From an optimization exercise on the open Yosys and OpenROAD flow, aimed at small area, a short achievable clock period and few clock cycles; shortcuts taken in it are not production practice. At most, simulation tests tie the RTL to the original design; equivalence was not proved. For runs 6 and 7, only the layout was checked, not whether the RTL still works. Power and IR drop assume default switching activity.

--- flow/flow/run.sh ---
#!/bin/bash
# The standard layout, with two changes to how it is made:
#  - ports are buffered with buf_1 instead of the flow's default pick
#  - timing repair aims at a setup slack margin of SETUP_MARGIN ns, so the
#    layout is optimised for a shorter period than the 11 ns constraint
#    (the constraints themselves are unchanged)
set -euo pipefail
SETUP_MARGIN=$(cat flow/setup_margin.txt)
bash standard.sh finish \
  "SETUP_SLACK_MARGIN=${SETUP_MARGIN}" \
  "BUFFER_PORTS_ARGS=-buffer_cell sky130_fd_sc_hd__buf_1" \
  > standard_make.log 2>&1
--- flow/config.mk ---
export PLATFORM = sky130hd
export DESIGN_NAME = spse_enc4
export DESIGN_NICKNAME = spse_enc4
export VERILOG_FILES = /design/flow/design.v
export SDC_FILE = /design/flow/constraint.sdc
export NUM_CORES = 4
export LEC_CHECK = 0
export CAP_MARGIN = 20
export CORE_MARGIN = 2
export CORE_UTILIZATION = 60
export CTS_BUF_LIST = sky130_fd_sc_hd__clkbuf_4 sky130_fd_sc_hd__clkbuf_8
export CTS_CLUSTER_SIZE = 30
export SLEW_MARGIN = 20
--- flow/constraint.sdc ---
create_clock -name core_clock -period 11.0 [get_ports {clk}]
set_input_delay 2.2000 -clock core_clock [delete_from_list [all_inputs] [get_ports {clk}]]
set_output_delay 2.2000 -clock core_clock [all_outputs]
set_load 0.01 [all_outputs]
--- flow/design.v ---
module spse_enc4 (
    input  wire         clk,
    input  wire         rst_n,
    input  wire [3:0]   mv_valid,
    output wire [3:0]   mv_ready,
    input  wire [127:0] mv_steps,
    input  wire [3:0]   smp_valid,
    output wire [3:0]   smp_ready,
    input  wire [127:0] smp_ticks,
    output wire [3:0]   desc_valid,
    input  wire [3:0]   desc_ready,
    output wire [127:0] desc_data
);
    genvar g;
    generate
        for (g = 0; g < 4; g = g + 1) begin : g_unit
            spse_unit u (
                .clk(clk), .rst_n(rst_n),
                .mv_valid(mv_valid[g]), .mv_ready(mv_ready[g]),
                .mv_steps(mv_steps[g*32 +: 32]),
                .smp_valid(smp_valid[g]), .smp_ready(smp_ready[g]),
                .smp_ticks(smp_ticks[g*32 +: 32]),
                .desc_valid(desc_valid[g]), .desc_ready(desc_ready[g]),
                .desc_data(desc_data[g*32 +: 32])
            );
        end
    endgenerate
endmodule
module spse_unit (
    input  wire        clk,
    input  wire        rst_n,
    input  wire        mv_valid,
    output wire        mv_ready,
    input  wire [31:0] mv_steps,
    input  wire        smp_valid,
    output wire        smp_ready,
    input  wire [31:0] smp_ticks,
    output wire        desc_valid,
    input  wire        desc_ready,
    output wire [31:0] desc_data
);
    reg  [30:0] out;
    reg         ov;
    reg  [31:0] W;
    reg         wb, wf;
    reg  [31:0] s;
    reg         snz;           
    reg         tr, mk;
    reg         sr, mr;        
    reg         wsat, wbig;    
    reg         wlast;         
    assign desc_valid = ov;
    assign desc_data  = {1'b0, out};
    assign smp_ready  = sr;
    assign mv_ready   = mr;
    wire load = !ov || desc_ready;
    wire        t_big   = smp_ticks > 32'd32777;             
    wire        t_sat   = smp_ticks > 32'd32776;             
    wire [14:0] t_L     = t_sat ? 15'h7fff : smp_ticks[14:0] - 15'd10;
    wire [30:0] t_first = {t_L, 1'b1, 15'd10};
    wire [14:0] w_L     = wsat ? 15'h7fff : W[14:0] - 15'd10;
    wire [30:0] w_first = {w_L, 1'b1, 15'd10};
    wire        last  = wlast;
    wire [14:0] hw    = W[15:1];
    wire [14:0] d0    = hw - 15'd16388;                      
    wire [14:0] d1    = hw - (W[0] ? 15'd16388 : 15'd16389); 
    wire [30:0] cont  = last ? {d1, 1'b0, d0} : {15'h7fff, 1'b0, 15'h7fff};
    wire take  = smp_valid && sr;
    wire mv_go = mv_valid && mr;
    wire e_w     = load && wb;
    wire e_mk    = load && !wb && mk;
    wire e_first = load && take;
    wire e_tr    = load && !wb && !mk && tr && !snz;
    reg        wb_n, wf_n, snz_n, tr_n, mk_n;
    always @(*) begin
        wb_n = wb;
        wf_n = wf;
        if (take) begin
            wb_n = load ? t_big : 1'b1;
            wf_n = !load;
        end else if (e_w) begin
            if (wf) begin
                wf_n = 1'b0;
                wb_n = wbig;
            end else if (last) begin
                wb_n = 1'b0;
            end else begin
                wb_n = W != 32'd98311;                    
            end
        end
        snz_n = snz;
        tr_n  = tr;
        mk_n  = mk;
        if (mv_go) begin
            snz_n = mv_steps != 32'd0;
            tr_n  = 1'b1;
            mk_n  = tr && !e_tr;
        end else begin
            if (take)
                snz_n = s != 32'd1;
            if (e_mk)
                mk_n = 1'b0;
            if (e_tr)
                tr_n = 1'b0;
        end
    end
    always @(posedge clk) begin
        if (!rst_n) begin
            ov <= 1'b0;
            wb <= 1'b0;
            wf <= 1'b0;
            tr <= 1'b0;
            mk <= 1'b0;
            sr <= 1'b0;
            mr <= 1'b1;
        end else begin
            if (e_w)
                out <= wf ? w_first : cont;
            else if (e_first)
                out <= t_first;
            else if (e_mk || e_tr)
                out <= 31'd0;
            if (load)
                ov <= e_w || e_mk || e_first || e_tr;
            if (take) begin
                W     <= smp_ticks;
                wsat  <= t_sat;
                wbig  <= t_big;
                wlast <= smp_ticks < 32'd98311;
            end else if (e_w && !wf && !last) begin
                W     <= W - 32'd65534;
                wlast <= W < 32'd163845;                 
            end
            if (mv_go)
                s <= mv_steps;
            else if (take)
                s <= s - 32'd1;
            wb  <= wb_n;
            wf  <= wf_n;
            snz <= snz_n;
            tr  <= tr_n;
            mk  <= mk_n;
            sr  <= !wb_n && !mk_n && tr_n && snz_n;
            mr  <= !tr_n || (!snz_n && !mk_n);
        end
    end
endmodule
--- flow/flow/setup_margin.txt ---
7.5
--- flow/standard.sh ---
#!/bin/bash
# synth_recipe.tcl (not shown) runs the flow's synth.tcl, then flattens the netlist and writes it again
# the make line also repeats each setting of config.mk as NAME=value (left out here)
make -C /OpenROAD-flow-scripts/flow DESIGN_CONFIG=/design/flow/config.mk WORK_HOME=/design/flow/orfs CLKGATE_MAP_FILE= SYNTH_SCRIPT=/design/flow/synth_recipe.tcl "${@:-finish}"
==> impl_metrics.py, run 1 <==
metrics = {
    "yosys": {
        "synth-seq-cells": 424,
        "synth_top_area_cell": "edfxtp_1",
        "syn_area_per_cell_um2": 9.185,
        "synth_edf_count": 396,
        "synth.top_cell.area_share_pct": 43.04,
        "yosysWarnings": 1,
        "yosysMostFrequentCell": "edfxtp_1",
        "synth_area_mm2": 0.02763,
        "synthCells": 3008,
        "synth.area.top_cells": "edfxtp_1 (43%), xnor2_1 (7.7%), o21ai_0 (4.6%), xor2_1 (4.2%), nand2_1 (3.6%)",
        "synth_common_cells": "edfxtp_1 (396), nand2_1 (265), nor2_1 (261)",
        "ys.flop_type": "edfxtp_1",
        "synthArstFlopShare_pct": 0,
        "synth_cell_types": 71,
        "yosysSeqAreaShare_pct": 45.07,
    },
    "timing": {
        "finalClockSkew_ns": 0.03245,
        "tightestPinTransition_ns": 1.119,
        "finalSetupViolations": 0,
        "rsz0062_at_grt": "true",
        "finalCriticalPeriod_ns": 3.642,
        "setup-tns-final_ns": 0,
        "final_hold_viol_count": 0,
        "finalMaxSlewViolations": 0,
        "relSlewSlack_pct": 25.43,
        "max_freq_ghz": 0.2746,
        "fin_crit_sh_pct": 33.11,
    },
    "detailed_routing": {
        "vias": 25300,
        "drt_pass1_iterations": 6,
        "drcViolationCount": 0,
        "first_iter_violations": 2296,
        "totalWireLength_mm": 82.88,
        "drtAntennaViolNets": 0,
        "wl_per_cell_um": 20.64,
        "vias_per_cell": 6.301,
    },
    "clock_network": {
        "clk_pin_slew_worst_paths_ns": 0.06,
        "worstSkewPairLatency_ns": 0.67,
        "root_buffer": "clkbuf_8",
        "tritoncts": "yes",
        "cts_buffers": 76,
        "htree_levels": 3,
        "clockBufferDepth": 3,
        "cts_sinks": 424,
    },
    "global_routing": {
        "grt_max_degree": 73,
        "grt_pass1_vias": 23520,
        "grt_overflow_total": 0,
        "grt_antenna_before_repair": 16,
        "grt_pass1_wl_mm": 127.7,
        "track_usage_pct": 33.66,
    },
    "placement": {
        "gp_congestion": 0.9535,
        "dp_cells": 3828,
        "dp_hpwl_mm": 58.98,
        "port_buffers": 405,
    },
    "power": {
        "combPwrFrac_pct": 14.1,
        "seq_power_share_pct": 49.1,
        "p_sw_share_pct": 28.45,
        "peakVddDrop_v": 0.0001294,
        "p_leak_nw": 10.12,
        "switchingPower_mw": 1.155,
        "pwr-share-clk_pct": 36.8,
        "p_int_mw": 2.905,
        "power_density_mw_per_mm2": 127.4,
    },
    "cells_and_area": {
        "n_fill_cell": 3590,
        "reg_top3": "g_unit.u.W (128), g_unit.u.s (128), g_unit.u.out (124)",
        "layout.nets": 3660,
        "area_delta_synth_final_pct": 15.36,
        "drive_above_1_share_pct": 9.021,
        "final_util_pct": 70.23,
        "fin_cells": 4015,
    },
    "hold_path": {
        "min_path_type": "register to register",
    },
    "floorplanning": {
        "die_w_um": 218.6,
        "die_area_mm2": 0.04778,
        "io_pins": 410,
        "rows": 78,
        "core_area_mm2": 0.04538,
        "die_y_um": 218.6,
        "initial_utilization_pct": 60.88,
    },
    "flow_run": {
        "max-cap-violations": 0,
    },
    "critical_path": {
        "crit_path_max_fanout": 8,
        "worst_setup_path_start_kind": "input pin",
        "crit_type": "input pin to register",
        "crit_path_end_kind": "register",
        "worstPathRequired_ns": 11.39,
        "arrival_ns": 4.03,
    },
    "run_status": {
        "outcome": "finished clean",
    },
}
[cells in the final DEF (no fill, tap or decap), drive strengths merged, types with 66 or more instances in the layout]
cell	instances
inv	66
nand4	71
nor3	83
clkbuf	109
xor2	134
nor4	136
a31oi	73
a21oi	188
nor2	262
nand2	265
buf	443
nand3	104
xnor2	244
o21ai	267
edfxtp	396
[power groups by stage]
stage / registers [mW] / logic [mW] / clock network, mW
after detailed placement: 2.02 / 0.543 / 0
after CTS: 1.99 / 0.556 / 1.50
after floorplan: 1.99 / 0.374 / 0
after global placement: 2.02 / 0.528 / 0
final: 1.99 / 0.574 / 1.49
after global routing: 2.00 / 0.631 / 1.57
[critical path, stage by stage]
cell,delay [ns]
buf_4,0.14
or4_4,0.51
o41ai_4,0.43
or3b_4,0.51
o21ai_2,0.15
nand3_1,0.09
[path summary, 6_finish.rpt]
kind | endpoint | slack [ns] | from | cells after the start
setup reg to reg | g_unit[0].u.W[25] | 7.87 | g_unit[0].u.W[3] | 6
hold / removal | g_unit[3].u.tr | 0.53 | g_unit[3].u.tr | 2
setup / recovery | g_unit[2].u.out[28] | 7.36 | smp_ticks[69] | 6
hold reg to reg | g_unit[3].u.tr | 0.53 | g_unit[3].u.tr | 2
[metal layers]
layer	vias up	track usage, %	share of wire, %
met5	-	0	0.083
met4	12	12.99	3.6
met3	219	7.418	9.0
met2	1227	53.16	47
met1	12040	45.28	41
li1	11810	-	-
[final cells by class]
class	instances	area, um2	area share, %
multi-input cells	2317	14780	46.38
diodes	12	30.03	0.09422
well taps	600	750.7	2.355
clock inverters	43	275.3	0.8637
inverters	67	264.0	0.8283
clock buffers	96	1221	3.832
repair buffers	456	2091	6.560
flip-flops and latches	424	12460	39.09
[kinds of logic (layout without fill, tap and decap cells)]
group / count (synthesis) / in the layout / share of synthesized area, %
AOI/OAI and AO/OA: 701 / 702 / 14.99
buffers and inverters: 274 / 662 / 3.967
xor gates and xnor gates: 378 / 378 / 11.98
DFF: 424 / 424 / 45.07
other: 1 / 16 / 0.01357
and+or+nand+nor: 1180 / 1183 / 21.73
adders and majority gates: 48 / 48 / 2.174
muxes: 2 / 2 / 0.07246
[through the flow]
step	instance area [um2]	power (mW)	hold slack, ns	worst slack [ns]
global route	31860	4.205	0.5667	7.370
detailed placement	29700	2.567	0.5283	6.259
CTS	31500	4.053	0.5330	7.443
global placement	29700	2.547	0.5112	6.356
finish	31870	4.060	0.5324	7.358
floorplan	28390	2.368	0.4793	6.879
[repair_timing]
action / in CTS / in global routing
resized for setup: 45 / 48
hold buffers: 0 / 0
cloned: 3 / 3
pin swaps: 19 / 17
buffers inserted: 12 / 15
endpoints found under the setup margin: 133 / 96
Testbench counts, summed over its fixed seeds: cycles 2,549.
==> inputs of run 2 (changes only) <==
==> flow/flow/run.sh (replaced) <==
#!/bin/bash
# The standard layout, with two changes to how it is made:
#  - ports are buffered with buf_1 instead of the flow's default pick
#  - timing repair aims at a setup slack margin (ns) so that the layout is
#    optimised for a shorter period than the 11 ns constraint; the margin
#    for the repair right after synthesis and the one for the later
#    repairs (after CTS and global routing) are read from flow/margins.txt
#    (the constraints themselves are unchanged)
set -euo pipefail
read -r FP_MARGIN LATE_MARGIN < flow/margins.txt
BUF="BUFFER_PORTS_ARGS=-buffer_cell sky130_fd_sc_hd__buf_1"
bash standard.sh floorplan "SETUP_SLACK_MARGIN=${FP_MARGIN}" "$BUF" > standard_make_1.log 2>&1
bash standard.sh finish "SETUP_SLACK_MARGIN=${LATE_MARGIN}" "$BUF" > standard_make_2.log 2>&1
==> flow/flow/margins.txt (new file) <==
0 7.5
removed: flow/flow/setup_margin.txt
==> impl_metrics.py, run 2 <==
metrics = {
    "run_status": {
        "outcome": "finished clean",
    },
    "global_routing": {
        "grt_pass1_wl_mm": 126.7,
        "grt_pass1_vias": 23560,
        "grt_antenna_before_repair": 12,
        "grt_overflow_total": 0,
        "track_usage_pct": 33.42,
        "grt_max_degree": 74,
    },
    "critical_path": {
        "crit_slowest_cell": "or4_4",
        "worstPathRequired_ns": 11.38,
        "worst_setup_path_start_kind": "input pin",
        "worstRegToRegCells": 6,
        "r2r_slack_ns": 7.78,
        "arrival_ns": 4.01,
        "crit_path_end_kind": "register",
        "timing.rr.start": "g_unit[0].u.W[3]",
        "crit_type": "input pin to register",
        "crit_path_max_fanout": 7,
        "critPathMaxStageDelay_ns": 0.56,
        "critical_path.cell_chain": "buf_8, or4_4, o41ai_4, or3b_4, o21ai_2, nand3_1",
        "cp-startpoint": "smp_ticks[70]",
        "r2r-end": "g_unit[0].u.W[25]",
    },
    "timing": {
        "max_freq_ghz": 0.2755,
        "whs_ns": 0.5425,
        "rsz0062_at_grt": "true",
        "setup-tns-final_ns": 0,
        "relSlewSlack_pct": 20.97,
        "finalClockSkew_ns": 0.02100,
        "finalCriticalPeriod_ns": 3.630,
        "finalMaxSlewViolations": 0,
        "finalSetupViolations": 0,
        "fin_crit_sh_pct": 33.00,
        "final_hold_viol_count": 0,
        "tightestPinTransition_ns": 1.186,
    },
    "placement": {
        "port_buffers": 405,
        "dp_cells": 3842,
        "gp_congestion": 0.9900,
        "dp_hpwl_mm": 58.49,
    },
    "detailed_routing": {
        "totalWireLength_mm": 82.27,
        "vias": 25350,
        "wl_per_cell_um": 20.50,
        "drcViolationCount": 0,
        "drt_pass1_iterations": 6,
        "first_iter_violations": 2472,
        "vias_per_cell": 6.316,
        "drtAntennaViolNets": 0,
    },
    "yosys": {
        "synth_common_cells": "edfxtp_1 (396), nand2_1 (265), nor2_1 (261)",
        "synth_area_mm2": 0.02763,
        "synth_edf_count": 396,
        "synth.top_cell.area_share_pct": 43.04,
        "yosysWarnings": 1,
        "synth.area.top_cells": "edfxtp_1 (43%), xnor2_1 (7.7%), o21ai_0 (4.6%), xor2_1 (4.2%), nand2_1 (3.6%)",
        "synthArstFlopShare_pct": 0,
        "synth_cell_types": 71,
        "synthCells": 3008,
        "synth-seq-cells": 424,
        "synthXorXnorAreaFrac_pct": 11.98,
        "syn_area_per_cell_um2": 9.185,
        "yosysMostFrequentCell": "edfxtp_1",
        "synthAdderAreaFrac_pct": 2.174,
        "synthMuxAreaShare_pct": 0.07246,
        "synth_top_family_by_area": "simple AND/OR/NAND/NOR gates",
        "ys.flop_type": "edfxtp_1",
        "yosys.area_share.simple_pct": 21.73,
        "synth-compound-area-share_pct": 14.99,
        "yosysSeqAreaShare_pct": 45.07,
        "synth_top_area_cell": "edfxtp_1",
    },
    "clock_network": {
        "clk_pin_slew_worst_paths_ns": 0.06,
        "tritoncts": "yes",
        "cts_buffers": 76,
        "root_buffer": "clkbuf_8",
        "worstSkewPairLatency_ns": 0.66,
        "htree_levels": 3,
        "cts_sinks": 424,
        "clockBufferDepth": 3,
    },
    "floorplanning": {
        "die_y_um": 218.6,
        "die_w_um": 218.6,
        "io_pins": 410,
        "initial_utilization_pct": 60.88,
        "rows": 78,
        "core_area_mm2": 0.04538,
        "die_area_mm2": 0.04778,
    },
    "hold_path": {
        "min_path_type": "register to register",
        "min_from": "g_unit[1].u.tr",
        "min_to": "g_unit[1].u.tr",
        "hold_depth": 2,
    },
    "power": {
        "power_mw": 4.061,
        "p_leak_nw": 10.09,
        "peakVddDrop_v": 0.00009719,
        "power_density_mw_per_mm2": 128.4,
    },
    "flow_run": {
        "max-cap-violations": 0,
    },
    "cells_and_area": {
        "layout.nets": 3665,
        "area_delta_synth_final_pct": 14.46,
        "reg_top3": "g_unit.u.W (128), g_unit.u.s (128), g_unit.u.out (124)",
        "final_util_pct": 69.69,
        "drive_above_1_share_pct": 8.872,
        "fin_cells": 4013,
        "final_common_cell": "edfxtp_1",
        "layout_common_cells": "edfxtp_1 (396), buf_1 (384), nor2_1 (259)",
    },
}
## run 2: cell count changes in the layout (fill, tap and decap cells not counted), sizes merged
cell / before / now
a21oi: 188 / 189
and2: 18 / 17
buf: 443 / 449
clkbuf: 109 / 113
clkinv: 35 / 27
diode: 12 / 9
nor2: 262 / 261
## run 2: worst max path at each step
stage | end | depth (start not counted)
final | g_unit[2].u.out[27] | 6
after global routing | g_unit[2].u.out[30] | 6
after CTS | g_unit[2].u.out[30] | 6
after detailed placement | g_unit[2].u.W[27] | 7
after global placement | g_unit[2].u.W[26] | 7
after floorplan | g_unit[0].u.out[0] | 5
## run 2: power by group
group / internal, mW / switching, mW
Sequential: 1.90 / 0.0949
Clock: 0.818 / 0.688
Combinational: 0.199 / 0.363
## run 2: cells by family (layout without fill, tap and decap cells)
kind of cell | after synthesis | after routing
muxes | 2 | 2
other | 1 | 13
xor gates and xnor gates | 378 | 378
DFF | 424 | 424
adders and majority gates | 48 | 48
buffers and inverters | 274 | 664
AOI/OAI and AO/OA | 701 | 703
and+or+nand+nor | 1180 | 1181
## run 2: repair_timing
| action | in CTS | in global routing |
|---|---|---|
| endpoints found under the hold margin | 0 | 0 |
| hold buffers | 0 | 0 |
| pin swaps | 25 | 21 |
| resized for setup | 67 | 71 |
| cloned | 2 | 3 |
| endpoints found under the setup margin | 235 | 169 |
| setup buffers | 13 | 9 |
## run 2: layout make-up
type | instances | area (um2)
inverters | 67 | 255.2
well taps | 600 | 750.7
diodes | 9 | 22.52
fillers | 3656 | 13760
flip-flops and latches | 424 | 12460
clock buffers | 100 | 1257
repair buffers | 462 | 2029
clock inverters | 35 | 251.5
multi-input cells | 2316 | 14600
## run 2: worst max-delay path, delay by kind of cell
family / cells / cell delay [ns]
buffers and inverters: 1 / 0.10
AND/OR/NAND/NOR: 3 / 1.15
AO/OA/AOI/OAI: 2 / 0.55
## run 2: layer usage
metal / track usage, % / routed length [um] / share of wire, % / vias to the layer above
met3: 6.472 / 7107 / 8.6 / 223
met5: 0 / 46 / 0.056 / -
li1: - / - / - / 11800
met2: 52.54 / 38070 / 46 / 1267
met4: 15.53 / 3905 / 4.7 / 8
met1: 44.67 / 33140 / 40 / 12050
## run 2: stage by stage
step | area (um2) | setup WS [ns]
global placement | 29410 | 6.338
detailed placement | 29420 | 6.251
finish | 31620 | 7.370
floorplan | 27640 | 5.331
global route | 31620 | 7.342
CTS | 31270 | 7.430
==> inputs of run 3 (changes only) <==
==> flow/flow/margins.txt (replaced) <==
0 8.0
==> impl_metrics.py, run 3 <==
metrics = {
    "timing": {
        "fin_crit_sh_pct": 33.06,
        "rsz0062_at_grt": "true",
        "finalCriticalPeriod_ns": 3.637,
        "tightestPinTransition_ns": 1.147,
        "finalMaxSlewViolations": 0,
        "final_hold_viol_count": 0,
        "finalSetupViolations": 0,
        "whs_ns": 0.5324,
        "max_freq_ghz": 0.2750,
        "setup-tns-final_ns": 0,
        "relSlewSlack_pct": 23.52,
        "finalClockSkew_ns": 0.02779,
    },
    "power": {
        "power_density_mw_per_mm2": 123.6,
        "power_mw": 4.177,
        "p_leak_nw": 11.32,
        "peakVddDrop_v": 0.00009415,
    },
    "global_routing": {
        "grt_max_degree": 74,
        "grt.met2_usage_pct": 55.94,
        "track_usage_pct": 35.11,
        "grt_pass1_vias": 24470,
        "use_met3_pct": 7.752,
        "grt_overflow_total": 0,
        "grt_util_met1_pct": 45.70,
        "busiest_layer": "met2",
        "grt_antenna_before_repair": 14,
        "grt_pass1_wl_mm": 132.6,
    },
    "yosys": {
        "synthCells": 3008,
        "synth_common_cells": "edfxtp_1 (396), nand2_1 (265), nor2_1 (261)",
        "synth.area.top_cells": "edfxtp_1 (43%), xnor2_1 (7.7%), o21ai_0 (4.6%), xor2_1 (4.2%), nand2_1 (3.6%)",
        "synth-seq-cells": 424,
        "syn_area_per_cell_um2": 9.185,
        "synth_area_mm2": 0.02763,
        "synth_top_area_cell": "edfxtp_1",
        "synth_edf_count": 396,
        "synthArstFlopShare_pct": 0,
        "yosysWarnings": 1,
        "ys.flop_type": "edfxtp_1",
        "yosysMostFrequentCell": "edfxtp_1",
        "yosysSeqAreaShare_pct": 45.07,
        "synth.top_cell.area_share_pct": 43.04,
        "synth_cell_types": 71,
    },
    "floorplanning": {
        "core_area_mm2": 0.04538,
        "rows": 78,
        "initial_utilization_pct": 60.88,
        "die_w_um": 218.6,
        "io_pins": 410,
        "die_y_um": 218.6,
        "die_area_mm2": 0.04778,
    },
    "clock_network": {
        "clk_pin_slew_worst_paths_ns": 0.06,
        "cts_sinks": 424,
        "htree_levels": 3,
        "root_buffer": "clkbuf_8",
        "cts_buffers": 76,
        "clockBufferDepth": 3,
        "tritoncts": "yes",
        "worstSkewPairLatency_ns": 0.67,
    },
    "flow_run": {
        "max-cap-violations": 0,
    },
    "cells_and_area": {
        "multi_input_area_mm2": 0.01519,
        "layout.nets": 3747,
        "reg_top3": "g_unit.u.W (128), g_unit.u.s (128), g_unit.u.out (124)",
        "seq_area_mm2": 0.01248,
        "layout_common_cells": "edfxtp_1 (396), nor2_1 (256), nand2_1 (250)",
        "n_fill_cell": 3330,
        "final_common_cell": "edfxtp_1",
        "area_delta_synth_final_pct": 22.32,
        "drive_above_1_share_pct": 17.56,
    },
    "critical_path": {
        "r2r_slack_ns": 8.01,
        "crit_path_max_fanout": 8,
        "worst_setup_path_start_kind": "input pin",
        "cp_top_family": "simple AND/OR/NAND/NOR gates",
        "crit_path_end_kind": "register",
        "timing.rr.start": "g_unit[0].u.W[3]",
        "cp_num_buf_inv": 1,
        "crit_type": "input pin to register",
        "worstRegToRegCells": 6,
        "arrival_ns": 4.04,
        "crit_slowest_cell": "or4_4",
        "endpoint": "g_unit[2].u.out[30]",
        "cp-startpoint": "smp_ticks[74]",
        "cp.depth": 6,
        "critPathMaxStageDelay_ns": 0.56,
        "critical_path.cell_chain": "buf_8, or4_4, o41ai_4, or3b_4, o21ai_2, o211ai_1",
        "r2r-end": "g_unit[0].u.W[25]",
        "worstPathRequired_ns": 11.40,
    },
    "placement": {
        "dp_hpwl_mm": 58.49,
        "port_buffers": 405,
        "gp_congestion": 0.9900,
    },
    "hold_path": {
        "min_path_type": "register to register",
    },
    "detailed_routing": {
        "drcViolationCount": 0,
        "totalWireLength_mm": 87.11,
        "drt_pass1_iterations": 7,
        "vias": 26090,
        "vias_per_cell": 6.373,
        "wl_per_cell_um": 21.28,
        "first_iter_violations": 2618,
        "drtAntennaViolNets": 0,
    },
    "run_status": {
        "outcome": "finished clean",
    },
}
[run 3: changes by cell type in the layout (fill, tap and decap cells not counted), sizes merged]
| cell | previous run | this run |
|---|---|---|
| bufbuf | 0 | 2 |
| diode | 9 | 8 |
| buf | 449 | 435 |
| nand2 | 265 | 267 |
| clkbuf | 113 | 205 |
[run 3: worst min path at each step]
stage,from,slack [ns],end,depth (start not counted)
CTS,g_unit[2].u.tr,0.53,g_unit[2].u.tr,2
floorplan,g_unit[3].u.tr,0.48,g_unit[3].u.tr,2
detailed placement,g_unit[1].u.tr,0.53,g_unit[1].u.tr,2
finish,g_unit[2].u.tr,0.53,g_unit[2].u.tr,2
global placement,g_unit[3].u.tr,0.51,g_unit[3].u.tr,2
global route,g_unit[2].u.tr,0.54,g_unit[2].u.tr,2
[run 3: what timing repair did]
item / CTS / global route
pin swaps: 123 / 47
setup endpoints to repair: 638 / 517
endpoints found under the hold margin: 0 / 0
resized for setup: 354 / 234
cloned: 12 / 6
setup buffers: 65 / 26
hold buffers: 0 / 0
[run 3: cell families after synthesis]
group | Yosys count | synth area share (%)
muxes | 2 | 0.07246
DFF | 424 | 45.07
and+or+nand+nor | 1180 | 21.73
adders and majority gates | 48 | 2.174
buffers and inverters | 274 | 3.967
xor gates and xnor gates | 378 | 11.98
AOI/OAI and AO/OA | 701 | 14.99
other | 1 | 0.01357
[run 3: tightest hold or removal path, stage by stage (launching register included)]
cell	delay, ns
dfxtp_1	0.33
o41ai_1	0.06
a21oi_1	0.09
[run 3: area by class of cell]
| type | instances | share of cell area [%] |
|---|---|---|
| Inverter | 67 | 0.7553 |
| Timing Repair Buffer | 542 | 10.60 |
| Multi-Input combinational cell | 2318 | 44.96 |
| Clock buffer | 100 | 3.721 |
| Clock inverter | 35 | 0.7442 |
| Tap cell | 600 | 2.221 |
| Antenna cell | 8 | 0.05924 |
| Sequential cell | 424 | 36.94 |
[run 3: metrics by stage]
| stage | worst slack [ns] | util [%] | cell area, um2 | cells |
|---|---|---|---|---|
| 5_1_grt | 7.322 | 74.46 | 33790 | 4093 |
| 3_3_place_gp | 6.338 | 64.81 | 29410 | 3842 |
| 2_1_floorplan | 5.331 | - | 27640 | 3011 |
| 6_report | 7.363 | 74.47 | 33790 | 4094 |
| 4_1_cts | 7.437 | 72.35 | 32830 | 4054 |
| 3_5_place_dp | 6.251 | 64.82 | 29420 | 3842 |
[run 3: per-layer routing]
| metal | routed length [um] | vias to the layer above |
|---|---|---|
| met4 | 4186 | 12 |
| li1 | - | 11980 |
| met3 | 8281 | 259 |
| met5 | 74 | - |
| met1 | 33670 | 12400 |
| met2 | 40910 | 1439 |
[run 3: report_power, final]
group	switching [mW]	internal (mW)	total, mW	leakage [nW]
clock network	0.693	0.818	1.51	0.791
registers	0.0965	1.90	2.00	3.91
logic	0.398	0.274	0.671	6.62
==> inputs of run 4 (changes only) <==
==> flow/flow/margins.txt (replaced) <==
7.5 8.0
==> impl_metrics.py, run 4 <==
metrics = {
    "yosys": {
        "synthArstFlopShare_pct": 0,
        "yosysSeqAreaShare_pct": 45.07,
        "yosysWarnings": 1,
        "synth.area.top_cells": "edfxtp_1 (43%), xnor2_1 (7.7%), o21ai_0 (4.6%), xor2_1 (4.2%), nand2_1 (3.6%)",
        "synthCells": 3008,
        "syn_area_per_cell_um2": 9.185,
        "ys.flop_type": "edfxtp_1",
        "synth.top_cell.area_share_pct": 43.04,
        "synth_edf_count": 396,
        "synth_top_area_cell": "edfxtp_1",
        "yosysMostFrequentCell": "edfxtp_1",
        "synth-seq-cells": 424,
        "synth_common_cells": "edfxtp_1 (396), nand2_1 (265), nor2_1 (261)",
        "synth_cell_types": 71,
        "synth_area_mm2": 0.02763,
    },
    "flow_run": {
        "max-cap-violations": 0,
    },
    "clock_network": {
        "tritoncts": "yes",
        "htree_levels": 3,
        "worstSkewPairLatency_ns": 0.67,
        "clk_pin_slew_worst_paths_ns": 0.06,
        "cts_buffers": 76,
        "root_buffer": "clkbuf_8",
        "clockBufferDepth": 3,
        "hold_buffers": 0,
        "cts_sinks": 424,
    },
    "timing": {
        "tightestPinTransition_ns": 1.105,
        "finalClockSkew_ns": 0.03322,
        "setup-tns-final_ns": 0,
        "rsz0062_at_grt": "true",
        "finalCriticalPeriod_ns": 3.657,
        "fin_ws_ns": 7.343,
        "final_hold_viol_count": 0,
        "max_freq_ghz": 0.2734,
        "finalMaxSlewViolations": 0,
        "whs_ns": 0.5333,
        "finalSetupViolations": 0,
        "relSlewSlack_pct": 26.31,
        "fin_crit_sh_pct": 33.25,
    },
    "global_routing": {
        "grt_pass1_vias": 24370,
        "track_usage_pct": 35.23,
        "grt_overflow_total": 0,
        "grt_antenna_before_repair": 14,
        "grt_max_degree": 74,
        "grt_pass1_wl_mm": 133.2,
    },
    "critical_path": {
        "worstPathRequired_ns": 11.39,
        "arrival_ns": 4.05,
        "critPathMaxStageDelay_ns": 0.55,
        "cp_num_buf_inv": 1,
        "cp_top_family": "simple AND/OR/NAND/NOR gates",
        "worst_setup_path_start_kind": "input pin",
        "crit_path_end_kind": "register",
        "crit_slowest_cell": "or4_4",
        "crit_path_max_fanout": 8,
        "r2r_slack_ns": 8.16,
        "crit_type": "input pin to register",
        "critical_path.cell_chain": "buf_8, or4_4, o41ai_4, or3b_4, o21ai_2, nand3_1",
    },
    "floorplanning": {
        "die_y_um": 218.6,
        "initial_utilization_pct": 60.88,
        "die_area_mm2": 0.04778,
        "core_area_mm2": 0.04538,
        "rows": 78,
        "io_pins": 410,
        "die_w_um": 218.6,
    },
    "power": {
        "peakVddDrop_v": 0.0001299,
        "power_mw": 4.155,
        "power_density_mw_per_mm2": 123.3,
        "p_leak_nw": 11.17,
    },
    "cells_and_area": {
        "final_util_pct": 74.23,
        "multi_input_area_mm2": 0.01545,
        "seq_area_mm2": 0.01249,
        "area_delta_synth_final_pct": 21.93,
        "final_area_mm2": 0.03369,
        "final_common_cell": "edfxtp_1",
        "layout.nets": 3740,
        "fin_cells": 4098,
        "drive_above_1_share_pct": 17.34,
        "n_fill_cell": 3301,
        "layout_common_cells": "edfxtp_1 (396), nor2_1 (250), nand2_1 (249)",
        "reg_top3": "g_unit.u.W (128), g_unit.u.s (128), g_unit.u.out (124)",
    },
    "placement": {
        "dp_slack_ns": 6.259,
        "dp_hpwl_mm": 58.98,
        "port_buffers": 405,
        "gp_congestion": 0.9535,
        "dp_cells": 3828,
        "placedInstanceArea_mm2": 0.02970,
    },
    "detailed_routing": {
        "drcViolationCount": 0,
        "vias_per_cell": 6.412,
        "vias": 26280,
        "drtAntennaViolNets": 0,
        "wl_per_cell_um": 21.53,
        "totalWireLength_mm": 88.22,
        "drt_pass1_iterations": 6,
        "first_iter_violations": 2822,
    },
    "hold_path": {
        "min_path_type": "register to register",
    },
    "run_status": {
        "outcome": "finished clean",
    },
}
-- run 4: what timing repair did --
item | CTS | global route
buffers inserted | 56 | 34
cloned | 20 | 5
gates resized for setup | 234 | 211
pin swaps | 47 | 57
endpoints found under the setup margin | 648 | 434
-- run 4: worst paths after layout --
path / start / to / depth (start not counted)
setup / recovery: smp_ticks[70] / g_unit[2].u.out[28] / 6
hold / removal: g_unit[3].u.tr / g_unit[3].u.tr / 2
setup reg to reg: g_unit[0].u.s[4] / g_unit[0].u.s[26] / 5
hold reg to reg: g_unit[3].u.tr / g_unit[3].u.tr / 2
-- run 4: report_power, final --
group          switching, mW  internal [mW]  total, mW
registers             0.0934           1.90       1.99
clock network          0.699          0.800       1.50
logic                  0.406          0.258      0.664
total                   1.20           2.96       4.15
-- run 4: final cells by class --
type | count | area share, %
Multi-Input combinational cell | 2334 | 45.86
Sequential cell | 424 | 37.07
Timing Repair Buffer | 519 | 9.508
Clock buffer | 96 | 3.625
Tap cell | 600 | 2.228
Clock inverter | 43 | 0.8171
Inverter | 67 | 0.7837
Antenna cell | 15 | 0.1114
-- run 4: per-layer routing --
layer | wire, um | up-vias | track usage [%]
li1 | - | 12010 | -
met5 | 33 | - | 0
met3 | 8558 | 224 | 7.251
met2 | 41910 | 1516 | 56.57
met4 | 3047 | 6 | 14.04
met1 | 34670 | 12520 | 46.76
-- run 4: cells by family after synthesis --
| kind of cell | count (synthesis) | share of synthesized area (%) |
|---|---|---|
| compound gates | 701 | 14.99 |
| buf+inv | 274 | 3.967 |
| fa+ha+maj | 48 | 2.174 |
| simple gates | 1180 | 21.73 |
| other cells | 1 | 0.01357 |
| mux | 2 | 0.07246 |
| flops | 424 | 45.07 |
| xor+xnor | 378 | 11.98 |
-- run 4: tightest hold or removal path, delay by kind of cell (launching register included) --
kind | cells | cell delay (ns)
flops | 1 | 0.32
compound gates | 2 | 0.15
==> inputs of run 5 (changes only) <==
==> flow/flow/margins.txt (replaced) <==
0 7.5
--- a/flow/config.mk
+++ b/flow/config.mk
@@ -7,7 +7,7 @@
 export LEC_CHECK = 0
 export CAP_MARGIN = 20
 export CORE_MARGIN = 2
-export CORE_UTILIZATION = 60
+export CORE_UTILIZATION = 50
 export CTS_BUF_LIST = sky130_fd_sc_hd__clkbuf_4 sky130_fd_sc_hd__clkbuf_8
 export CTS_CLUSTER_SIZE = 30
 export SLEW_MARGIN = 20
==> impl_metrics.py, run 5 <==
metrics = {
    "detailed_routing": {
        "drt_pass1_iterations": 6,
        "drtAntennaViolNets": 0,
        "wl_per_cell_um": 20.59,
        "vias_per_cell": 6.081,
        "drcViolationCount": 0,
        "vias": 25190,
        "first_iter_violations": 2246,
        "totalWireLength_mm": 85.29,
    },
    "clock_network": {
        "clockBufferDepth": 3,
        "root_buffer": "clkbuf_8",
        "cts_buffers": 80,
        "htree_levels": 3,
        "worstSkewPairLatency_ns": 0.67,
        "clk_pin_slew_worst_paths_ns": 0.06,
        "tritoncts": "yes",
        "hold_buffers": 0,
        "cts_sinks": 424,
    },
    "floorplanning": {
        "io_pins": 410,
        "core_area_mm2": 0.05488,
        "die_w_um": 239.1,
        "die_area_mm2": 0.05715,
        "die_y_um": 239.1,
        "initial_utilization_pct": 50.35,
        "rows": 86,
    },
    "yosys": {
        "yosysMostFrequentCell": "edfxtp_1",
        "synth_common_cells": "edfxtp_1 (396), nand2_1 (265), nor2_1 (261)",
        "synth_area_mm2": 0.02763,
        "yosysSeqAreaShare_pct": 45.07,
        "synth-seq-cells": 424,
        "synth.top_cell.area_share_pct": 43.04,
        "yosysWarnings": 1,
        "synth_edf_count": 396,
        "synthArstFlopShare_pct": 0,
        "synth_top_area_cell": "edfxtp_1",
        "synth.area.top_cells": "edfxtp_1 (43%), xnor2_1 (7.7%), o21ai_0 (4.6%), xor2_1 (4.2%), nand2_1 (3.6%)",
        "synth_cell_types": 71,
        "synthCells": 3008,
        "syn_area_per_cell_um2": 9.185,
        "ys.flop_type": "edfxtp_1",
    },
    "placement": {
        "dp_hpwl_mm": 60.89,
        "gp_congestion": 0.9052,
        "dp_cells": 3950,
        "port_buffers": 405,
    },
    "timing": {
        "setup-tns-final_ns": 0,
        "finalSetupViolations": 0,
        "relSlewSlack_pct": 32.51,
        "final_hold_viol_count": 0,
        "rsz0062_at_grt": "true",
        "fin_crit_sh_pct": 33.29,
        "finalCriticalPeriod_ns": 3.662,
        "max_freq_ghz": 0.2730,
        "finalMaxSlewViolations": 0,
        "finalClockSkew_ns": 0.03582,
        "tightestPinTransition_ns": 1.005,
    },
    "cells_and_area": {
        "fin_cells": 4143,
        "area_delta_synth_final_pct": 16.08,
        "layout.nets": 3685,
        "n_fill_cell": 4954,
        "final_common_cell": "edfxtp_1",
        "reg_top3": "g_unit.u.W (128), g_unit.u.s (128), g_unit.u.out (124)",
        "layout_common_cells": "edfxtp_1 (396), buf_1 (364), nor2_1 (260)",
        "drive_above_1_share_pct": 10.09,
    },
    "critical_path": {
        "timing.rr.start": "g_unit[0].u.W[3]",
        "critical_path.cell_chain": "buf_8, or4_4, o41ai_4, or3b_4, o21ai_2, nand3_1",
        "crit_path_end_kind": "register",
        "arrival_ns": 4.05,
        "cp-startpoint": "smp_ticks[71]",
        "r2r_slack_ns": 7.84,
        "crit_type": "input pin to register",
        "crit_slowest_cell": "or4_4",
        "worstPathRequired_ns": 11.39,
        "r2r-end": "g_unit[0].u.W[25]",
        "worstRegToRegCells": 6,
        "critPathMaxStageDelay_ns": 0.55,
        "crit_path_max_fanout": 8,
        "endpoint": "g_unit[2].u.out[29]",
        "worst_setup_path_start_kind": "input pin",
    },
    "power": {
        "combPwrFrac_pct": 14.0,
        "seq_power_share_pct": 48.3,
        "power_density_mw_per_mm2": 128.4,
        "p_sw_share_pct": 27.96,
        "pwr-share-clk_pct": 37.7,
        "switchingPower_mw": 1.152,
        "p_leak_nw": 10.30,
        "peakVddDrop_v": 0.00008575,
        "p_int_mw": 2.966,
    },
    "global_routing": {
        "grt_antenna_before_repair": 11,
        "track_usage_pct": 28.98,
        "grt_max_degree": 74,
        "grt_pass1_wl_mm": 131.1,
        "grt_overflow_total": 0,
        "grt_pass1_vias": 23740,
    },
    "hold_path": {
        "min_from": "g_unit[2].u.tr",
        "min_path_type": "register to register",
        "hold_depth": 2,
    },
    "flow_run": {
        "max-cap-violations": 0,
    },
    "run_status": {
        "outcome": "finished clean",
    },
}
## run 5: worst max-delay path, delay by kind of cell
family                 cells  cell delay (ns)
AND/OR/NAND/NOR            3             1.17
AO/OA/AOI/OAI              2             0.58
buffers and inverters      1             0.10
## run 5: cells by family (layout without fill, tap and decap cells)
kind of cell	Yosys count	after routing	share of synthesized area, %
XOR/XNOR	378	378	11.98
adder cells (fa/ha/maj)	48	48	2.174
buffers and inverters	274	689	3.967
multiplexers	2	2	0.07246
AO/OA/AOI/OAI	701	703	14.99
AND/OR/NAND/NOR	1180	1181	21.73
other	1	14	0.01357
flip-flops	424	424	45.07
## run 5: final cells by class
type	instances	area (um2)	share of cell area, %
Antenna cell	10	25.02	0.07802
Clock buffer	123	1455	4.537
Clock inverter	21	123.9	0.3862
Inverter	67	251.5	0.7841
Multi-Input combinational cell	2316	14630	45.62
Sequential cell	424	12450	38.83
Tap cell	704	880.8	2.746
Timing Repair Buffer	478	2250	7.014
## run 5: per-stage QoR
step	hold slack, ns	worst slack (ns)	area [um2]	util [%]	total power [mW]
3_3_place_gp	0.5060	6.171	29570	53.89	2.549
6_report	0.5239	7.338	32070	58.44	4.118
3_5_place_dp	0.5132	6.095	29570	53.89	2.562
4_1_cts	0.5221	7.439	31510	57.42	4.135
2_1_floorplan	0.4849	5.331	27640	-	2.344
5_1_grt	0.5497	7.352	32060	58.43	4.288
## run 5: power by group through the flow
stage | clock, mW | combinational [mW] | sequential (mW)
2_1_floorplan | 0 | 0.347 | 2.00
3_3_place_gp | 0 | 0.532 | 2.02
3_5_place_dp | 0 | 0.543 | 2.02
4_1_cts | 1.59 | 0.557 | 1.99
5_1_grt | 1.65 | 0.634 | 2.00
6_report | 1.55 | 0.575 | 1.99
## run 5: repair_timing
item,CTS,global route
pin swaps,23,38
gates resized for setup,76,99
cloned,3,3
setup endpoints to repair,179,211
hold endpoints to repair,0,0
setup buffers,11,21
## run 5: worst min path at each step
stage / to / slack (ns)
2_1_floorplan: g_unit[3].u.tr / 0.48
3_3_place_gp: g_unit[3].u.tr / 0.51
3_5_place_dp: g_unit[2].u.tr / 0.51
4_1_cts: g_unit[2].u.tr / 0.52
5_1_grt: g_unit[2].u.tr / 0.55
6_report: g_unit[2].u.tr / 0.52
## run 5: per-layer routing
metal / track usage [%] / vias up / share of wire, %
li1: - / 11860 / -
met1: 39.68 / 12050 / 42
met2: 45.45 / 1090 / 46
met3: 4.919 / 182 / 7.7
met4: 12.37 / 6 / 3.9
met5: 0 / - / 0.039
==> inputs of run 6 (changes only) <==
--- a/flow/design.v
+++ b/flow/design.v
@@ -56,9 +56,10 @@
     wire load = !ov || desc_ready;
     wire        t_big   = smp_ticks > 32'd32777;             
     wire        t_sat   = smp_ticks > 32'd32776;             
-    wire [14:0] t_L     = t_sat ? 15'h7fff : smp_ticks[14:0] - 15'd10;
+    wire [14:0] t_sub   = smp_ticks[14:0] - 15'd10;
+    wire [14:0] t_L     = t_sat ? 15'h7fff : t_sub;
     wire [30:0] t_first = {t_L, 1'b1, 15'd10};
-    wire [14:0] w_L     = wsat ? 15'h7fff : W[14:0] - 15'd10;
+    wire [14:0] w_L     = wsat ? 15'h7fff : W[14:0];
     wire [30:0] w_first = {w_L, 1'b1, 15'd10};
     wire        last  = wlast;
     wire [14:0] hw    = W[15:1];
@@ -123,7 +124,7 @@
             if (load)
                 ov <= e_w || e_mk || e_first || e_tr;
             if (take) begin
-                W     <= smp_ticks;
+                W     <= {smp_ticks[31:15], t_sat ? smp_ticks[14:0] : t_sub};
                 wsat  <= t_sat;
                 wbig  <= t_big;
                 wlast <= smp_ticks < 32'd98311;
--- a/flow/config.mk
+++ b/flow/config.mk
@@ -7,7 +7,7 @@
 export LEC_CHECK = 0
 export CAP_MARGIN = 20
 export CORE_MARGIN = 2
-export CORE_UTILIZATION = 50
+export CORE_UTILIZATION = 60
 export CTS_BUF_LIST = sky130_fd_sc_hd__clkbuf_4 sky130_fd_sc_hd__clkbuf_8
 export CTS_CLUSTER_SIZE = 30
 export SLEW_MARGIN = 20
==> impl_metrics.py, run 6 <==
metrics = {
    "run_status": {
        "outcome": "finished clean",
    },
    "yosys": {
        "synthXorXnorAreaFrac_pct": 12.83,
        "synth_common_cells": "edfxtp_1 (396), nor2_1 (324), nand2_1 (250)",
        "syn_area_per_cell_um2": 9.186,
        "synthCells": 2949,
        "synthAdderAreaFrac_pct": 2.291,
        "synth.top_cell.area_share_pct": 43.89,
        "synth_cell_types": 70,
        "synth_top_family_by_area": "simple AND/OR/NAND/NOR gates",
        "synth-compound-area-share_pct": 13.75,
        "synth_edf_count": 396,
        "ys.flop_type": "edfxtp_1",
        "yosysWarnings": 1,
        "synth_area_mm2": 0.02709,
        "synthMuxAreaShare_pct": 0,
        "yosysMostFrequentCell": "edfxtp_1",
        "synth.area.top_cells": "edfxtp_1 (44%), xnor2_1 (7.7%), xor2_1 (5.1%), o21ai_0 (4.6%), nor2_1 (4.5%)",
        "yosysSeqAreaShare_pct": 45.96,
        "synth_top_area_cell": "edfxtp_1",
        "synthArstFlopShare_pct": 0,
        "synth-seq-cells": 424,
        "yosys.area_share.simple_pct": 21.18,
    },
    "detailed_routing": {
        "drtAntennaViolNets": 0,
        "drcViolationCount": 0,
        "drt_pass1_iterations": 6,
        "wl_per_cell_um": 19.52,
        "totalWireLength_mm": 77.47,
        "vias": 24160,
        "first_iter_violations": 2243,
        "vias_per_cell": 6.087,
    },
    "cells_and_area": {
        "final_area_mm2": 0.03159,
        "area_delta_synth_final_pct": 16.60,
        "fin_cells": 3968,
        "layout.nets": 3617,
        "drive_above_1_share_pct": 11.35,
        "n_fill_cell": 3482,
        "final_common_cell": "edfxtp_1",
        "reg_top3": "g_unit.u.W (128), g_unit.u.s (128), g_unit.u.out (124)",
        "layout_common_cells": "edfxtp_1 (396), buf_1 (382), nor2_1 (310)",
    },
    "global_routing": {
        "grt_pass1_wl_mm": 119.9,
        "track_usage_pct": 31.96,
        "grt_overflow_total": 0,
        "grt_antenna_before_repair": 23,
        "grt_max_degree": 73,
        "grt_pass1_vias": 22690,
    },
    "timing": {
        "fin_ws_ns": 7.325,
        "finalSetupViolations": 0,
        "fin_crit_sh_pct": 33.41,
        "setup-tns-final_ns": 0,
        "relSlewSlack_pct": 28.72,
        "final_hold_viol_count": 0,
        "rsz0062_at_grt": "true",
        "tightestPinTransition_ns": 1.061,
        "max_freq_ghz": 0.2721,
        "finalClockSkew_ns": 0.03324,
        "finalMaxSlewViolations": 0,
        "finalCriticalPeriod_ns": 3.675,
    },
    "hold_path": {
        "min_path_type": "register to register",
    },
    "clock_network": {
        "cts_buffers": 74,
        "clk_pin_slew_worst_paths_ns": 0.06,
        "htree_levels": 3,
        "cts_sinks": 424,
        "worstSkewPairLatency_ns": 0.66,
        "root_buffer": "clkbuf_8",
        "clockBufferDepth": 3,
        "tritoncts": "yes",
    },
    "critical_path": {
        "crit_path_end_kind": "register",
        "r2r_slack_ns": 7.91,
        "worstPathRequired_ns": 11.40,
        "arrival_ns": 4.07,
        "crit_path_max_fanout": 5,
        "crit_type": "input pin to register",
        "worst_setup_path_start_kind": "input pin",
    },
    "floorplanning": {
        "die_y_um": 216.5,
        "io_pins": 410,
        "die_area_mm2": 0.04687,
        "initial_utilization_pct": 61.00,
        "rows": 77,
        "die_w_um": 216.5,
        "core_area_mm2": 0.04441,
    },
    "placement": {
        "gp_congestion": 0.9677,
        "dp_slack_ns": 5.977,
        "port_buffers": 405,
        "placedInstanceArea_mm2": 0.02876,
        "dp_cells": 3761,
        "dp_hpwl_mm": 54.36,
    },
    "power": {
        "peakVddDrop_v": 0.0001114,
        "power_density_mw_per_mm2": 125.6,
        "p_leak_nw": 10.36,
        "power_mw": 3.967,
    },
    "flow_run": {
        "max-cap-violations": 0,
    },
}
-- run 6: report_power, final --
part	switching [mW]	internal, mW
logic	0.324	0.186
clock network	0.675	0.818
registers	0.0802	1.88
-- run 6: logic make-up (layout without fill, tap and decap cells) --
| family | count (synthesis) | count (layout) |
|---|---|---|
| AND/OR/NAND/NOR | 1156 | 1157 |
| AO/OA/AOI/OAI | 654 | 655 |
| flip-flops | 424 | 424 |
| XOR/XNOR | 397 | 397 |
| buffers and inverters | 267 | 670 |
| adder cells (fa/ha/maj) | 50 | 50 |
| other | 1 | 23 |
-- run 6: final cells by class --
class	count	area (um2)	share of cell area (%)
repair buffers	475	2237	7.082
repair inverters	5	51.30	0.1624
flip-flops and latches	424	12460	39.43
clock inverters	34	234.0	0.7407
diodes	19	47.55	0.1505
inverters	56	257.7	0.8160
clock buffers	100	1264	4.001
multi-input cells	2263	14300	45.27
well taps	592	740.7	2.345
-- run 6: routing by layer --
layer	routed length [um]	vias to the layer above	global-route usage, %
li1	-	11380	-
met1	31710	11460	43.20
met2	35640	1084	49.51
met3	6457	214	6.414
met4	3586	12	15.32
met5	69	-	0
-- run 6: critical path, cell delays in order --
cell and delay, ns:
buf_8 0.10, or4_4 0.55, o41ai_2 0.33, and3_4 0.26, buf_12 0.16, inv_16 0.05
nor3_4 0.19, xnor2_1 0.14, a21oi_1 0.08
-- run 6: timing repair --
item                       in CTS  in global routing
hold endpoints to repair        0                  0
setup buffers                  15                 32
gates resized for setup       115                149
pin swaps                      34                 59
hold buffers                    0                  0
setup endpoints to repair     474                324
gates cloned                    5                  2
-- run 6: stage by stage --
stage	hold slack [ns]	utilization (%)
2_1_floorplan	0.4925	-
3_3_place_gp	0.5120	64.75
3_5_place_dp	0.5289	64.75
4_1_cts	0.5408	69.46
5_1_grt	0.5702	71.10
6_report	0.5450	71.12
-- run 6: worst paths after layout --
check / from / endpoint / depth (start not counted)
setup / recovery: smp_ticks[70] / g_unit[2].u.W[12] / 9
hold / removal: g_unit[2].u.tr / g_unit[2].u.tr / 2
setup reg to reg: g_unit[0].u.s[0] / g_unit[0].u.s[26] / 8
hold reg to reg: g_unit[2].u.tr / g_unit[2].u.tr / 2
==> inputs of run 7 (changes only) <==
--- a/flow/design.v
+++ b/flow/design.v
@@ -54,10 +54,9 @@
     assign smp_ready  = sr;
     assign mv_ready   = mr;
     wire load = !ov || desc_ready;
-    wire        t_big   = smp_ticks > 32'd32777;             
-    wire        t_sat   = smp_ticks > 32'd32776;             
-    wire [14:0] t_sub   = smp_ticks[14:0] - 15'd10;
-    wire [14:0] t_L     = t_sat ? 15'h7fff : t_sub;
+    wire        t_big, t_sat;
+    wire [14:0] t_L;
+    spse_first u_first (.t(smp_ticks), .big(t_big), .sat(t_sat), .L(t_L));
     wire [30:0] t_first = {t_L, 1'b1, 15'd10};
     wire [14:0] w_L     = wsat ? 15'h7fff : W[14:0];
     wire [30:0] w_first = {w_L, 1'b1, 15'd10};
@@ -124,7 +123,7 @@
             if (load)
                 ov <= e_w || e_mk || e_first || e_tr;
             if (take) begin
-                W     <= {smp_ticks[31:15], t_sat ? smp_ticks[14:0] : t_sub};
+                W     <= {smp_ticks[31:15], t_sat ? smp_ticks[14:0] : t_L};
                 wsat  <= t_sat;
                 wbig  <= t_big;
                 wlast <= smp_ticks < 32'd98311;
@@ -146,3 +145,13 @@
         end
     end
 endmodule
+module spse_first (
+    input  wire [31:0] t,
+    output wire        big,       
+    output wire        sat,       
+    output wire [14:0] L
+);
+    assign big = t > 32'd32777;
+    assign sat = t > 32'd32776;
+    assign L   = sat ? 15'h7fff : t[14:0] - 15'd10;
+endmodule
--- a/flow/config.mk
+++ b/flow/config.mk
@@ -11,3 +11,4 @@
 export CTS_BUF_LIST = sky130_fd_sc_hd__clkbuf_4 sky130_fd_sc_hd__clkbuf_8
 export CTS_CLUSTER_SIZE = 30
 export SLEW_MARGIN = 20
+export SYNTH_HIERARCHICAL = 1
==> impl_metrics.py, run 7 <==
metrics = {
    "critical_path": {
        "crit_path_end_kind": "register",
        "crit_path_frequent_cell": "buf_4",
        "cp_top_family": "simple AND/OR/NAND/NOR gates",
        "worstPathRequired_ns": 11.39,
        "crit_type": "input pin to register",
        "arrival_ns": 3.95,
        "crit_slowest_cell": "nor4_4",
        "crit_path_max_fanout": 7,
        "critPathMaxStageDelay_ns": 0.29,
        "cp_num_buf_inv": 3,
        "r2r_slack_ns": 8.06,
        "critical_path.cell_chain": "buf_4, nor4_4, nand4_1, a31oi_2, buf_6, buf_4, nand3_2, nor2b_4, a211oi_2, a21oi_1",
        "worst_setup_path_start_kind": "input pin",
    },
    "timing": {
        "finalCriticalPeriod_ns": 3.561,
        "finalSetupViolations": 0,
        "fin_ws_ns": 7.439,
        "rsz0062_at_grt": "true",
        "finalMaxSlewViolations": 0,
        "whs_ns": 0.5482,
        "max_freq_ghz": 0.2808,
        "relSlewSlack_pct": 30.31,
        "fin_crit_sh_pct": 32.38,
        "final_hold_viol_count": 0,
        "setup-tns-final_ns": 0,
        "tightestPinTransition_ns": 1.036,
        "finalClockSkew_ns": 0.03280,
    },
    "yosys": {
        "synth_cell_types": 56,
        "yosysSeqAreaShare_pct": 45.05,
        "synth_common_cells": "edfxtp_1 (396), nand2_1 (364), o21ai_0 (288)",
        "synth.top_cell.area_share_pct": 43.02,
        "ys.flop_type": "edfxtp_1",
        "yosysWarnings": 7,
        "synth_top_area_cell": "edfxtp_1",
        "synth.area.top_cells": "edfxtp_1 (43%), xnor2_1 (7.5%), o21ai_0 (5.2%), nand2_1 (4.9%), nor4_1 (3.5%)",
        "synth_area_mm2": 0.02764,
        "synthCells": 2992,
        "synth-seq-cells": 424,
        "synth_edf_count": 396,
        "synthArstFlopShare_pct": 0,
        "syn_area_per_cell_um2": 9.238,
        "yosysMostFrequentCell": "edfxtp_1",
    },
    "placement": {
        "gp_congestion": 0.9537,
        "dp_slack_ns": 6.084,
        "port_buffers": 405,
        "dp_hpwl_mm": 60.15,
    },
    "cells_and_area": {
        "drive_above_1_share_pct": 9.600,
        "final_common_cell": "edfxtp_1",
        "reg_top3": "g_unit.u.W (128), g_unit.u.s (128), g_unit.u.out (124)",
        "layout_common_cells": "edfxtp_1 (396), buf_1 (368), nand2_1 (360)",
        "layout.nets": 3676,
        "final_util_pct": 70.04,
        "area_delta_synth_final_pct": 14.99,
    },
    "detailed_routing": {
        "drt_pass1_iterations": 6,
        "first_iter_violations": 2681,
        "drtAntennaViolNets": 0,
        "wl_per_cell_um": 20.80,
        "drcViolationCount": 0,
        "vias": 25600,
        "totalWireLength_mm": 83.89,
        "vias_per_cell": 6.346,
    },
    "clock_network": {
        "clockBufferDepth": 3,
        "tritoncts": "yes",
        "cts_buffers": 77,
        "htree_levels": 3,
        "clk_pin_slew_worst_paths_ns": 0.06,
        "worstSkewPairLatency_ns": 0.68,
        "root_buffer": "clkbuf_8",
        "cts_sinks": 424,
    },
    "global_routing": {
        "grt_pass1_vias": 23620,
        "grt_max_degree": 60,
        "grt_overflow_total": 0,
        "track_usage_pct": 34.17,
        "grt_pass1_wl_mm": 128.6,
        "grt_antenna_before_repair": 6,
    },
    "floorplanning": {
        "initial_utilization_pct": 60.91,
        "die_y_um": 218.6,
        "io_pins": 410,
        "die_area_mm2": 0.04780,
        "core_area_mm2": 0.04538,
        "rows": 78,
        "die_w_um": 218.6,
    },
    "power": {
        "p_leak_nw": 10.39,
        "power_density_mw_per_mm2": 128.5,
        "peakVddDrop_v": 0.0001437,
        "power_mw": 4.083,
    },
    "run_status": {
        "outcome": "finished clean",
    },
    "hold_path": {
        "min_path_type": "register to register",
    },
    "flow_run": {
        "max-cap-violations": 0,
    },
}
==> run 7: cell count changes in the layout (fill, tap and decap cells not counted), sizes merged, moves of 22 or more <==
cell | previous run | this run
nor2 | 324 | 192
o21ai | 269 | 296
nand3 | 91 | 128
mux2i | 0 | 36
nand2 | 250 | 364
xor2 | 158 | 100
a21oi | 220 | 124
nor4 | 109 | 164
nor2b | 22 | 44
nand4 | 39 | 72
==> run 7: kinds of logic (layout without fill, tap and decap cells) <==
| kind of cell | after synthesis | count (layout) | share of synthesized area (%) |
|---|---|---|---|
| adders and majority gates | 40 | 40 | 1.811 |
| DFF | 424 | 424 | 45.05 |
| buffers and inverters | 232 | 667 | 3.567 |
| muxes | 36 | 36 | 1.304 |
| xor gates and xnor gates | 336 | 336 | 10.65 |
| AOI/OAI and AO/OA | 624 | 624 | 13.45 |
| and+or+nand+nor | 1296 | 1296 | 24.12 |
| other | 4 | 11 | 0.05430 |
==> run 7: cell type report <==
type,instances,area [um2]
multi-input cells,2336,14610
fillers,3669,13600
flip-flops and latches,424,12450
repair buffers,471,2126
clock buffers,103,1299
well taps,600,750.7
clock inverters,37,314.1
inverters,56,210.2
diodes,7,17.52
==> run 7: timing repair <==
action | 4_1_cts | 5_1_grt
cloned | 0 | 2
hold buffers | 0 | 0
setup endpoints to repair | 151 | 160
resized for setup | 20 | 109
setup buffers | 17 | 16
pin swaps | 8 | 25
==> run 7: per-module statistics from Yosys, one instance, submodules excluded, a selection <==
module	flops+latches	area (um2)	cells inside
spse_first	0	409.1	61
spse_unit	106	6501	687
==> run 7: per-layer routing <==
layer / up-vias / GRT usage, % / part of all wire, %
met2: 1318 / 54.56 / 47
met5: - / 0 / 0.015
met1: 12210 / 45.20 / 40
met3: 228 / 6.959 / 9.2
li1: 11840 / - / -
met4: 2 / 14.69 / 4.0
==> run 7: stage by stage <==
| stage | area (um2) | instances |
|---|---|---|
| final | 31790 | 4034 |
| after global routing | 31780 | 4032 |
| after CTS | 31200 | 4009 |
| after detailed placement | 29390 | 3852 |
| after global placement | 29390 | 3852 |
| after floorplan | 27640 | 2992 |
==> run 7: power breakdown <==
group	switching, mW	leakage, nW	total (mW)	internal, mW
logic	0.339	5.65	0.524	0.184
registers	0.0889	3.90	1.98	1.89
clock network	0.692	0.837	1.58	0.889
==> run 7: worst register-to-register path: cells and delay by family, from the launching register on <==
kind / cells / cell delay, ns
XOR/XNOR: 1 / 0.18
adder cells (fa/ha/maj): 1 / 0.17
flip-flops: 1 / 0.45
AO/OA/AOI/OAI: 1 / 0.09
AND/OR/NAND/NOR: 3 / 1.70
buffers and inverters: 1 / 0.09
==> run 7: final timing paths <==
kind | from | to | depth (start not counted)
max | smp_ticks[126] | g_unit[3].u.W[1] | 10
min | g_unit[2].u.wf | g_unit[2].u.wf | 1
max reg2reg | g_unit[3].u.s[0] | g_unit[3].u.s[30] | 7
min reg2reg | g_unit[2].u.wf | g_unit[2].u.wf | 1
==> inputs of run 8 (changes only) <==
--- a/flow/design.v
+++ b/flow/design.v
@@ -58,7 +58,7 @@
     wire [14:0] t_L;
     spse_first u_first (.t(smp_ticks), .big(t_big), .sat(t_sat), .L(t_L));
     wire [30:0] t_first = {t_L, 1'b1, 15'd10};
-    wire [14:0] w_L     = wsat ? 15'h7fff : W[14:0];
+    wire [14:0] w_L     = wsat ? 15'h7fff : W[14:0] - 15'd10;
     wire [30:0] w_first = {w_L, 1'b1, 15'd10};
     wire        last  = wlast;
     wire [14:0] hw    = W[15:1];
@@ -123,7 +123,7 @@
             if (load)
                 ov <= e_w || e_mk || e_first || e_tr;
             if (take) begin
-                W     <= {smp_ticks[31:15], t_sat ? smp_ticks[14:0] : t_L};
+                W     <= smp_ticks;
                 wsat  <= t_sat;
                 wbig  <= t_big;
                 wlast <= smp_ticks < 32'd98311;
==> flow/flow/margins.txt (replaced) <==
0 7.8
==> impl_metrics.py, run 8 <==
metrics = {
    "timing": {
        "rsz0062_at_grt": "true",
        "finalMaxSlewViolations": 0,
        "fin_crit_sh_pct": 31.75,
        "relSlewSlack_pct": 17.28,
        "final_hold_viol_count": 0,
        "finalSetupViolations": 0,
        "finalCriticalPeriod_ns": 3.493,
        "setup-tns-final_ns": 0,
        "max_freq_ghz": 0.2863,
        "tightestPinTransition_ns": 1.231,
        "finalClockSkew_ns": 0.01844,
    },
    "yosys": {
        "synth_area_mm2": 0.02834,
        "synth-seq-cells": 424,
        "synth_edf_count": 396,
        "synth.top_cell.area_share_pct": 41.96,
        "synth.area.top_cells": "edfxtp_1 (42%), xnor2_1 (7.0%), nand2_1 (5.3%), xor2_1 (4.8%), o21ai_0 (4.0%)",
        "synthCells": 3068,
        "synth_common_cells": "nand2_1 (400), edfxtp_1 (396), o21ai_0 (228), xnor2_1 (228), nor2_1 (216)",
        "synth_cell_types": 62,
        "yosysMostFrequentCell": "nand2_1",
        "synthArstFlopShare_pct": 0,
        "yosysSeqAreaShare_pct": 43.94,
        "yosysWarnings": 7,
        "synth_top_area_cell": "edfxtp_1",
        "syn_area_per_cell_um2": 9.236,
        "ys.flop_type": "edfxtp_1",
    },
    "cells_and_area": {
        "layout_common_cells": "edfxtp_1 (396), nand2_1 (386), buf_1 (230)",
        "layout.nets": 3792,
        "area_delta_synth_final_pct": 19.88,
        "final_common_cell": "edfxtp_1",
        "drive_above_1_share_pct": 17.37,
        "fin_cells": 4154,
        "reg_top3": "g_unit.u.W (128), g_unit.u.s (128), g_unit.u.out (124)",
    },
    "global_routing": {
        "track_usage_pct": 33.88,
        "grt_max_degree": 58,
        "grt_pass1_wl_mm": 133.5,
        "grt_antenna_before_repair": 24,
        "grt_pass1_vias": 24220,
        "grt_overflow_total": 0,
    },
    "clock_network": {
        "htree_levels": 3,
        "cts_sinks": 424,
        "hold_buffers": 0,
        "root_buffer": "clkbuf_8",
        "worstSkewPairLatency_ns": 0.67,
        "clk_pin_slew_worst_paths_ns": 0.06,
        "tritoncts": "yes",
        "clockBufferDepth": 3,
        "cts_buffers": 74,
    },
    "placement": {
        "dp_hpwl_mm": 61.58,
        "dp_cells": 3925,
        "gp_congestion": 1.001,
        "port_buffers": 405,
    },
    "critical_path": {
        "worstRegToRegCells": 5,
        "timing.rr.start": "g_unit[2].u.W[8]",
        "critPathMaxStageDelay_ns": 0.46,
        "crit_path_end_kind": "output port",
        "cp_num_buf_inv": 1,
        "crit_type": "register to output port",
        "crit_path_max_fanout": 1,
        "critical_path.cell_chain": "clkbuf_2",
        "worstPathRequired_ns": 8.80,
        "r2r_slack_ns": 7.95,
        "r2r-end": "g_unit[2].u.W[18]",
        "endpoint": "desc_data[17]",
        "cp_top_family": "flip-flops",
        "cp.depth": 1,
        "arrival_ns": 1.29,
        "crit_slowest_cell": "edfxtp_1",
        "cp-startpoint": "g_unit[0].u.out[17]",
        "worst_setup_path_start_kind": "register",
    },
    "detailed_routing": {
        "drcViolationCount": 0,
        "wl_per_cell_um": 21.65,
        "totalWireLength_mm": 89.92,
        "vias_per_cell": 6.387,
        "vias": 26530,
        "drtAntennaViolNets": 0,
        "first_iter_violations": 3158,
        "drt_pass1_iterations": 8,
    },
    "floorplanning": {
        "die_y_um": 221.3,
        "core_area_mm2": 0.04656,
        "rows": 79,
        "die_w_um": 221.3,
        "die_area_mm2": 0.04898,
        "io_pins": 410,
        "initial_utilization_pct": 60.87,
    },
    "power": {
        "peakVddDrop_v": 0.0001216,
        "p_leak_nw": 11.35,
        "power_density_mw_per_mm2": 124.6,
    },
    "flow_run": {
        "max-cap-violations": 0,
    },
    "hold_path": {
        "hold_depth": 2,
        "min_path_type": "register to register",
    },
    "run_status": {
        "outcome": "finished clean",
    },
}
==> run 8: cell count changes in the layout (fill, tap and decap cells not counted), sizes merged, moves of 24 or more <==
cell	change
buf	-57
clkbuf	+94
mux2i	-36
nand2	+40
nand3	+24
nor2	+24
nor3	-32
xor2	+56
==> run 8: timing repair <==
| action | CTS | global route |
|---|---|---|
| resized for setup | 101 | 414 |
| setup endpoints to repair | 451 | 536 |
| gates cloned | 1 | 8 |
| buffers inserted | 37 | 37 |
| pin swaps | 15 | 68 |
| hold endpoints to repair | 0 | 0 |
==> run 8: how the worst min path moves through the flow <==
stage / from / endpoint / slack, ns
after global routing: g_unit[0].u.mk / g_unit[0].u.ov / 0.65
after CTS: g_unit[0].u.tr / g_unit[0].u.tr / 0.62
final: g_unit[3].u.tr / g_unit[3].u.tr / 0.62
after global placement: g_unit[1].u.tr / g_unit[1].u.tr / 0.57
after floorplan: g_unit[0].u.tr / g_unit[0].u.tr / 0.53
after detailed placement: g_unit[3].u.tr / g_unit[3].u.tr / 0.57
==> run 8: stage by stage <==
| step | util (%) | hold WS [ns] | power (mW) | area [um2] | setup slack (ns) |
|---|---|---|---|---|---|
| 6_report | 72.97 | 0.6157 | 4.232 | 33970 | 7.507 |
| 2_1_floorplan | - | 0.5259 | 2.319 | 28340 | 5.644 |
| 3_3_place_gp | 64.64 | 0.5653 | 2.512 | 30090 | 6.534 |
| 5_1_grt | 72.94 | 0.6514 | 4.379 | 33960 | 7.498 |
| 3_5_place_dp | 64.64 | 0.5735 | 2.529 | 30090 | 6.479 |
| 4_1_cts | 69.57 | 0.6199 | 4.183 | 32390 | 7.477 |
==> run 8: cell type report <==
cell class	instances	area (um2)
diodes	12	30.03
clock buffers	98	1255
clock inverters	35	376.6
fillers	3431	12590
inverters	56	210.2
multi-input cells	2409	15740
flip-flops and latches	424	12480
well taps	607	759.5
repair buffers	513	3115
==> run 8: metal layers <==
layer	part of all wire (%)	global-route usage (%)	up-vias	routed length, um
li1	-	-	12100	-
met1	39	46.17	12460	35400
met2	45	51.41	1625	40680
met3	11	8.485	326	9746
met4	4.4	14.68	22	3958
met5	0.15	0	-	131
==> run 8: cells by family (layout without fill, tap and decap cells) <==
logic type / Yosys count / after routing / synth area share (%)
flip-flops: 424 / 424 / 43.94
XOR/XNOR: 384 / 384 / 11.87
other: 4 / 16 / 0.05297
AO/OA/AOI/OAI: 624 / 625 / 13.32
AND/OR/NAND/NOR: 1348 / 1352 / 25.36
buffers and inverters: 240 / 702 / 3.515
adder cells (fa/ha/maj): 44 / 44 / 1.943
==> run 8: modules after synthesis, one instance, submodules excluded, a selection <==
module      cells  flops+latches  cell area [um2]  copies in the design
spse_unit     706            106             6675                     4
spse_first     61              0            409.1                     4
==> run 8: report_power, final <==
group | leakage, nW | switching (mW) | total, mW | internal, mW
Combinational | 6.58 | 0.372 | 0.607 | 0.235
Sequential | 3.92 | 0.0976 | 1.99 | 1.89
Clock | 0.848 | 0.699 | 1.63 | 0.934
Total | 11.3 | 1.17 | 4.23 | 3.06
==> run 8: worst min-delay path: stages, from the launching register on <==
cell	delay (ns)
dfxtp_1	0.37
o211ai_1	0.14
inv_1	0.08
Testbench counts of run 8, summed over its fixed seeds: cycles 2,549.

Check on run 8: ideal ports give 7.507 ns setup slack; a clkbuf_16 on the clock port and buf_2 on the inputs give 7.454 ns; moving port delays by the midpoint clock arrival (0.714 ns) as well gives 6.951 ns.
